This is an optimization exercise on Yosys and OpenROAD, whose aim is small area, not a production implementation. In this exercise RTL edits were held to simulation tests only and were not proved equivalent to the original. No activity file was given, so power comes from the tool's default toggle rates.

Setup of JK:
==> flow/design.v <==
module nb_engine (
    input  wire         clk,
    input  wire         rst,
    input  wire         cmd_valid,
    output wire         cmd_ready,
    input  wire [127:0] cmd_desc,
    output wire         busy,
    input  wire         src_valid,
    output wire         src_ready,
    input  wire [31:0]  src_data,
    output wire         dst_valid,
    output wire [31:0]  dst_data,
    input  wire [15:0]  cfg_wait_bound,
    input  wire         cfg_rfin_clk_low,
    output wire         bus_clk,
    output wire         bus_nrd,
    output wire         bus_start,
    output wire         bus_doe,
    output wire [7:0]   bus_dout,
    input  wire [7:0]   bus_din,
    input  wire         bus_nwait,
    output wire         irq_inhibit,
    input  wire [15:0]  owm_in,
    output wire         owm_we,
    output wire [15:0]  owm_wdata,
    output wire [1:0]   status_code,
    output wire [1:0]   status_where,
    output wire [31:0]  status_index,
    output wire [39:0]  status_addr
);
    localparam [15:0] M_BUS = 16'h01FF;
    localparam [7:0] OPC_POKE = 8'h01;
    localparam [7:0] OPC_PEEK = 8'h02;
    localparam [5:0]
        S_IDLE   = 6'd0,
        S_END    = 6'd21,
        S_NRD    = 6'd9,
        S_START  = 6'd22,
        S_DIR    = 6'd8,
        S_AWAIT  = 6'd10,
        S_CE1    = 6'd2,
        S_CE2    = 6'd7,
        S_CE3    = 6'd16,
        S_CX1    = 6'd26,
        S_CX2    = 6'd27,
        S_WWAIT  = 6'd19,
        S_R_DIR  = 6'd28,
        S_R_NRD  = 6'd11,
        S_F_CLK  = 6'd1,
        S_F_NRD  = 6'd4,
        S_F_DIR  = 6'd29,
        S_FWAIT  = 6'd3,
        S_BEAT0  = 6'd32,
        S_RBEAT0 = 6'd34;
    reg [5:0]  seq;
    reg        ph_a;           
    reg        op_peek;
    reg [39:0] a;              
    reg [31:0] rn;             
    reg [31:0] i;              
    reg        step_r;         
    reg [31:0] w;              
    reg [15:0] cn;             
    reg        clk_r, nrd_r, start_r, doe_r;
    reg [7:0]  dout_r;
    reg        st_tmo, st_con;
    reg [1:0]  st_wh;
    reg [31:0] st_index;
    reg [39:0] st_addr;
    wire [7:0]  d_opc  = cmd_desc[127:120];
    wire [23:0] d_rsv  = cmd_desc[119:96];
    wire [31:0] d_n    = cmd_desc[95:64];
    wire [39:0] d_addr = cmd_desc[39:0];
    wire        d_ok   = (d_rsv == 24'd0) && (d_opc == OPC_POKE || d_opc == OPC_PEEK);
    wire c_up;
    wire [40:0] a_cy;
    wire [32:0] i_cy;
    wire [32:0] r_cy;
    wire [16:0] c_cy;
    assign a_cy[0] = step_r;
    assign i_cy[0] = step_r;
    assign r_cy[0] = step_r;
    assign c_cy[0] = c_up;
    genvar g;
    generate
        for (g = 0; g < 40; g = g + 1) begin : g_a
            if (g == 19) begin : g_la
                assign a_cy[g+1] = a_cy[0] & (&a[19:0]);
            end else begin : g_rp
                assign a_cy[g+1] = a_cy[g] & a[g];
            end
        end
        for (g = 0; g < 32; g = g + 1) begin : g_i
            assign i_cy[g+1] = i_cy[g] & i[g];
            assign r_cy[g+1] = r_cy[g] & rn[g];
        end
        for (g = 0; g < 16; g = g + 1) begin : g_c
            assign c_cy[g+1] = c_cy[g] & cn[g];
        end
    endgenerate
    wire [39:0] a_inc  = a ^ a_cy[39:0];
    wire [31:0] i_inc  = i ^ i_cy[31:0];
    wire [31:0] rn_inc = rn ^ r_cy[31:0];
    wire [15:0] c_inc  = cn ^ c_cy[15:0];
    wire        rn_hi  = &rn[31:1];
    wire        last   = rn_hi & !rn[0];    
    wire        fin    = rn_hi & rn[0];     
    wire        pg_end = (a[7:0] == 8'hFF);
    wire timeout = (cfg_wait_bound != 16'd0) && (cn == 16'hFFFE);
    wire [5:0] rfin_first = cfg_rfin_clk_low ? S_F_CLK : S_F_NRD;
    wire       s_beat = seq[5];
    wire [2:0] beat   = seq[4:2];
    wire s_drv  = s_beat && (seq[1:0] == 2'd0);
    wire s_smp  = s_beat && (seq[1:0] == 2'd3);
    wire s_d0   = (seq == S_BEAT0);
    wire rd     = !ph_a && op_peek;
    wire idle  = (seq == S_IDLE);
    wire s_end = (seq == S_END) || ((seq == S_NRD) && ph_a && !op_peek && fin);
    wire s_cx2 = (seq == S_CX2);
    wire in_cs = (s_beat && !rd) || (seq == S_CE2) || (seq == S_CE3) || (seq == S_CX1) || s_cx2;
    wire s_wait = (seq == S_AWAIT) || (seq == S_WWAIT) || (seq == S_FWAIT);
    wire w_ld   = (seq == S_NRD) && !ph_a && src_valid;
    wire w_sh   = (s_drv && !ph_a) || s_smp;
    wire w_hold = !w_ld && !w_sh;
    wire o_drv  = s_drv && !rst;
    wire o_a0   = o_drv && ph_a && (beat == 3'd0);
    wire o_a1   = o_drv && ph_a && (beat == 3'd1);
    wire o_a2   = o_drv && ph_a && (beat == 3'd2);
    wire o_a3   = o_drv && ph_a && (beat == 3'd3);
    wire o_a4   = o_drv && ph_a && beat[2];
    wire o_w    = o_drv && !ph_a;
    wire o_hold = !s_drv && !rst;
    wire smp_last = s_smp && (beat[1:0] == 2'd3);
    wire w_go     = (seq == S_WWAIT) && bus_nwait;
    wire step     = smp_last || w_go;
    wire beat_end = ph_a ? beat[2] : (beat[1:0] == 2'd3);
    wire tmo_ev = s_wait && !bus_nwait && timeout;
    wire i_clr  = rst || idle || s_end;
    wire [31:0] i_d = i_clr ? 32'd0 : i_inc;
    wire st_we  = rst || tmo_ev || s_end || (idle && cmd_valid && !d_ok);
    assign c_up = s_wait;
    wire c_ld   = (seq == S_CE2);
    wire c_keep = c_up || (seq == S_CE3) || s_beat || (seq == S_CX1);
    assign cmd_ready    = idle;
    assign busy         = !idle;
    assign src_ready    = (seq == S_NRD) && !ph_a;
    assign dst_valid    = step_r && op_peek;
    assign dst_data     = w;
    assign bus_clk      = clk_r;
    assign bus_nrd      = nrd_r;
    assign bus_start    = start_r;
    assign bus_doe      = doe_r;
    assign bus_dout     = dout_r;
    assign irq_inhibit  = in_cs;
    assign owm_we       = s_d0 || s_cx2;
    assign owm_wdata    = s_cx2 ? ~cn : M_BUS;
    assign status_code  = {st_con, st_tmo};
    assign status_where = {st_con | (st_tmo & st_wh[1]), st_con | (st_tmo & st_wh[0])};
    assign status_index = st_index;
    assign status_addr  = st_addr & {40{st_tmo}};
    always @(posedge clk) begin
        step_r <= step && !rst;
        a  <= idle ? d_addr : a_inc;
        rn <= idle ? ~d_n : rn_inc;
        i  <= i_d;
        if (idle)
            op_peek <= (d_opc == OPC_PEEK);
        cn <= c_ld ? ~owm_in : (c_keep ? c_inc : ~cfg_wait_bound);
        w <= ({32{w_ld}} & src_data) | ({32{w_sh}} & {bus_din, w[31:8]}) | ({32{w_hold}} & w);
        dout_r <= ({8{o_a0}} & a[7:0])   | ({8{o_a1}} & a[15:8]) | ({8{o_a2}} & a[23:16]) |
                  ({8{o_a3}} & a[31:24]) | ({8{o_a4}} & a[39:32]) | ({8{o_w}} & w[7:0]) |
                  ({8{o_hold}} & dout_r);
        if (st_we)
            st_index <= i_d;
        if (tmo_ev)
            st_addr  <= a;
    end
    always @(posedge clk) begin
        if (rst) begin
            seq         <= S_IDLE;
            clk_r       <= 1'b0;
            nrd_r       <= 1'b1;
            start_r     <= 1'b0;
            doe_r       <= 1'b1;
            st_tmo      <= 1'b0;
            st_con      <= 1'b0;
            st_wh       <= 2'd0;
        end else begin
            if (tmo_ev) begin
                st_tmo <= 1'b1;
                st_con <= 1'b0;
                st_wh  <= (seq == S_AWAIT) ? 2'd0 : (seq == S_WWAIT) ? 2'd1 : 2'd2;
                seq    <= S_IDLE;
            end else if (s_beat) begin
                case (seq[1:0])
                    2'd0: begin
                        if (ph_a)
                            start_r <= (beat == 3'd0);
                        seq[1:0] <= 2'd1;
                    end
                    2'd1: begin
                        clk_r    <= 1'b1;
                        seq[1:0] <= rd ? 2'd3 : 2'd2;
                    end
                    2'd2: begin
                        clk_r <= 1'b0;
                        if (rd)
                            seq[1:0] <= 2'd1;
                        else if (beat_end)
                            seq <= S_CX1;
                        else
                            seq <= {1'b1, beat + 3'd1, 2'd0};
                    end
                    default: begin
                        if (beat[1:0] != 2'd3)
                            seq <= {1'b1, beat + 3'd1, 2'd2};
                        else
                            seq <= (!last && !pg_end) ? S_R_DIR : rfin_first;
                    end
                endcase
            end else begin
                case (seq)
                    S_IDLE: begin
                        ph_a <= 1'b1;
                        if (cmd_valid) begin
                            if (d_ok) begin
                                seq <= S_NRD;
                            end else begin
                                st_tmo <= 1'b0;
                                st_con <= 1'b1;
                            end
                        end
                    end
                    S_END: begin
                        st_tmo <= 1'b0;
                        st_con <= 1'b0;
                        seq    <= S_IDLE;
                    end
                    S_NRD: begin
                        if (s_end) begin
                            st_tmo <= 1'b0;
                            st_con <= 1'b0;
                            seq    <= S_IDLE;
                        end else if (ph_a || src_valid)
                            seq <= S_START;
                    end
                    S_START: begin if (ph_a) start_r <= 1'b1; seq <= S_DIR; end
                    S_DIR:   seq <= ph_a ? S_AWAIT : S_CE1;
                    S_AWAIT: if (bus_nwait) seq <= S_CE1;
                    S_CE1:   seq <= S_CE2;
                    S_CE2:   seq <= S_CE3;
                    S_CE3:   seq <= S_BEAT0;
                    S_CX1:   seq <= S_CX2;
                    S_CX2: begin
                        if (ph_a) begin
                            if (!op_peek) begin
                                ph_a <= 1'b0;
                                seq  <= S_NRD;
                            end else begin
                                ph_a <= 1'b0;
                                seq  <= fin ? rfin_first : S_R_DIR;
                            end
                        end else
                            seq <= S_WWAIT;
                    end
                    S_WWAIT: begin
                        if (bus_nwait) begin
                            if (last)
                                seq <= S_END;
                            else begin
                                ph_a <= pg_end;
                                seq  <= S_NRD;
                            end
                        end
                    end
                    S_R_DIR: begin doe_r <= 1'b0; seq <= S_R_NRD; end
                    S_R_NRD: begin nrd_r <= 1'b0; seq <= S_RBEAT0; end
                    S_F_CLK: begin clk_r <= 1'b0; seq <= S_F_NRD; end
                    S_F_NRD: begin nrd_r <= 1'b1; seq <= S_F_DIR; end
                    S_F_DIR: begin doe_r <= 1'b1; seq <= S_FWAIT; end
                    S_FWAIT: begin
                        if (bus_nwait) begin
                            ph_a <= 1'b1;
                            seq  <= fin ? S_END : S_NRD;
                        end
                    end
                    default: seq <= S_IDLE;
                endcase
            end
        end
    end
endmodule
export LEC_CHECK = 0
export CAP_MARGIN = 20
export CORE_MARGIN = 2
export CORE_UTILIZATION = 65
export SLEW_MARGIN = 20
create_clock -name core_clock -period 8.0 [get_ports {clk}]
standard.sh (not shown) runs the stock make flow with config.mk's settings and CLKGATE_MAP_FILE= SYNTH_SCRIPT=/design/flow/synth_recipe.tcl, a recipe that flattens the netlist after the stock synthesis.
==> flow/flow/run.sh <==
#!/bin/bash
# Standard layout, with the port buffers made from the smallest buffer cell,
# the synthesis buffers removed before placement, and a clock tree of
# clkbuf_8 leaf clusters without dummy loads.
set -euo pipefail
export BUFFER_PORTS_ARGS="-buffer_cell sky130_fd_sc_hd__buf_1"
export REMOVE_ABC_BUFFERS=1
export CTS_ARGS="-sink_clustering_enable -repair_clock_nets -dont_use_dummy_load -sink_clustering_size 16 -sink_clustering_max_diameter 60 -buf_list sky130_fd_sc_hd__clkbuf_8"
bash standard.sh > standard.log 2>&1
Setup changes, JK to MS
-- flow/design.v --
<<< JK, line 136
    wire beat_end = ph_a ? beat[2] : (beat[1:0] == 2'd3);
    wire tmo_ev = s_wait && !bus_nwait && timeout;
    wire i_clr  = rst || idle || s_end;
    wire [31:0] i_d = i_clr ? 32'd0 : i_inc;
    wire st_we  = rst || tmo_ev || s_end || (idle && cmd_valid && !d_ok);
    assign c_up = s_wait;
>>> MS, line 136
    wire beat_end = ph_a ? beat[2] : (beat[1:0] == 2'd3);
    wire tmo_ev = s_wait && !bus_nwait && timeout;
    wire st_we  = rst || tmo_ev || s_end || (idle && cmd_valid && !d_ok);
    assign c_up = s_wait;
<<< JK, line 158
    assign status_where = {st_con | (st_tmo & st_wh[1]), st_con | (st_tmo & st_wh[0])};
    assign status_index = st_index;
    assign status_addr  = st_addr & {40{st_tmo}};
    always @(posedge clk) begin
        step_r <= step && !rst;
        a  <= idle ? d_addr : a_inc;
        rn <= idle ? ~d_n : rn_inc;
        i  <= i_d;
        if (idle)
            op_peek <= (d_opc == OPC_PEEK);
>>> MS, line 156
    assign status_where = {st_con | (st_tmo & st_wh[1]), st_con | (st_tmo & st_wh[0])};
    assign status_index = st_index;
    assign status_addr  = st_addr;
    always @(posedge clk) begin
        step_r <= step && !rst;
        a  <= idle ? d_addr : a_inc;
        rn <= idle ? ~d_n : rn_inc;
        i  <= idle ? 32'd0 : i_inc;
        if (idle)
            op_peek <= (d_opc == OPC_PEEK);
<<< JK, line 171
                  ({8{o_a3}} & a[31:24]) | ({8{o_a4}} & a[39:32]) | ({8{o_w}} & w[7:0]) |
                  ({8{o_hold}} & dout_r);
        if (st_we)
            st_index <= i_d;
        if (tmo_ev)
            st_addr  <= a;
    end
    always @(posedge clk) begin
>>> MS, line 169
                  ({8{o_a3}} & a[31:24]) | ({8{o_a4}} & a[39:32]) | ({8{o_w}} & w[7:0]) |
                  ({8{o_hold}} & dout_r);
        st_index <= ({32{tmo_ev}} & i) | ({32{!st_we}} & st_index);
        st_addr  <= ({40{tmo_ev}} & a) | ({40{!st_we}} & st_addr);
    end
    always @(posedge clk) begin
==> comparison <==
- In the flow results for JK and MS, the minimum period implied by the final worst setup slack is larger on JK.
- Setup slack is higher on MS
- Re pre-CTS worst setup slack: MS is 0.13 ns up on JK.
- Re sequential share of layout area: MS is 4.6 points down on JK.
- Compared with JK, in MS iteration-0 DRC count of the detailed router has increased; final non-filler cell total has increased; area growth from synthesis to layout has decreased; global routing usage on met1 has increased.
- MS ended up with a higher count of plain and timing-repair buffers in the layout than JK did.
- Changes observed in MS relative to JK: weighted congestion reported at the end of routability-driven placement now sits higher; area taken by flip-flops and latches went down 13%; sequential power now smaller.
- Changes observed in MS relative to JK: layout multi-input combinational cell count increased 6.5%, design area now smaller.

port drivers added, routing unchanged:
How much do the figures lean on ideal ports? The routed layouts below were timed once more, with nothing changed but the port constraints. Step 1 assumes that a clkbuf_16 drives the clock port and a buf_2 every other input. Step 2 also shifts input and output timing later by t, the mid clock arrival at the registers, as if the neighbouring blocks saw the same clock. Slacks: ideal ports / drivers / drivers and shift; pairs: ideal ports / drivers.
| run | t, ns | slack for setup (ns) | hold slack, ns |
|---|---|---|---|
| JK | 0.561 | 1.285 / 1.285 / 1.285 | 0.464 / 0.464 / 0.464 |
| MS | 0.558 | 1.405 / 1.405 / 1.405 | 0.464 / 0.464 / 0.464 |
After both steps every run listed still meets setup and hold.
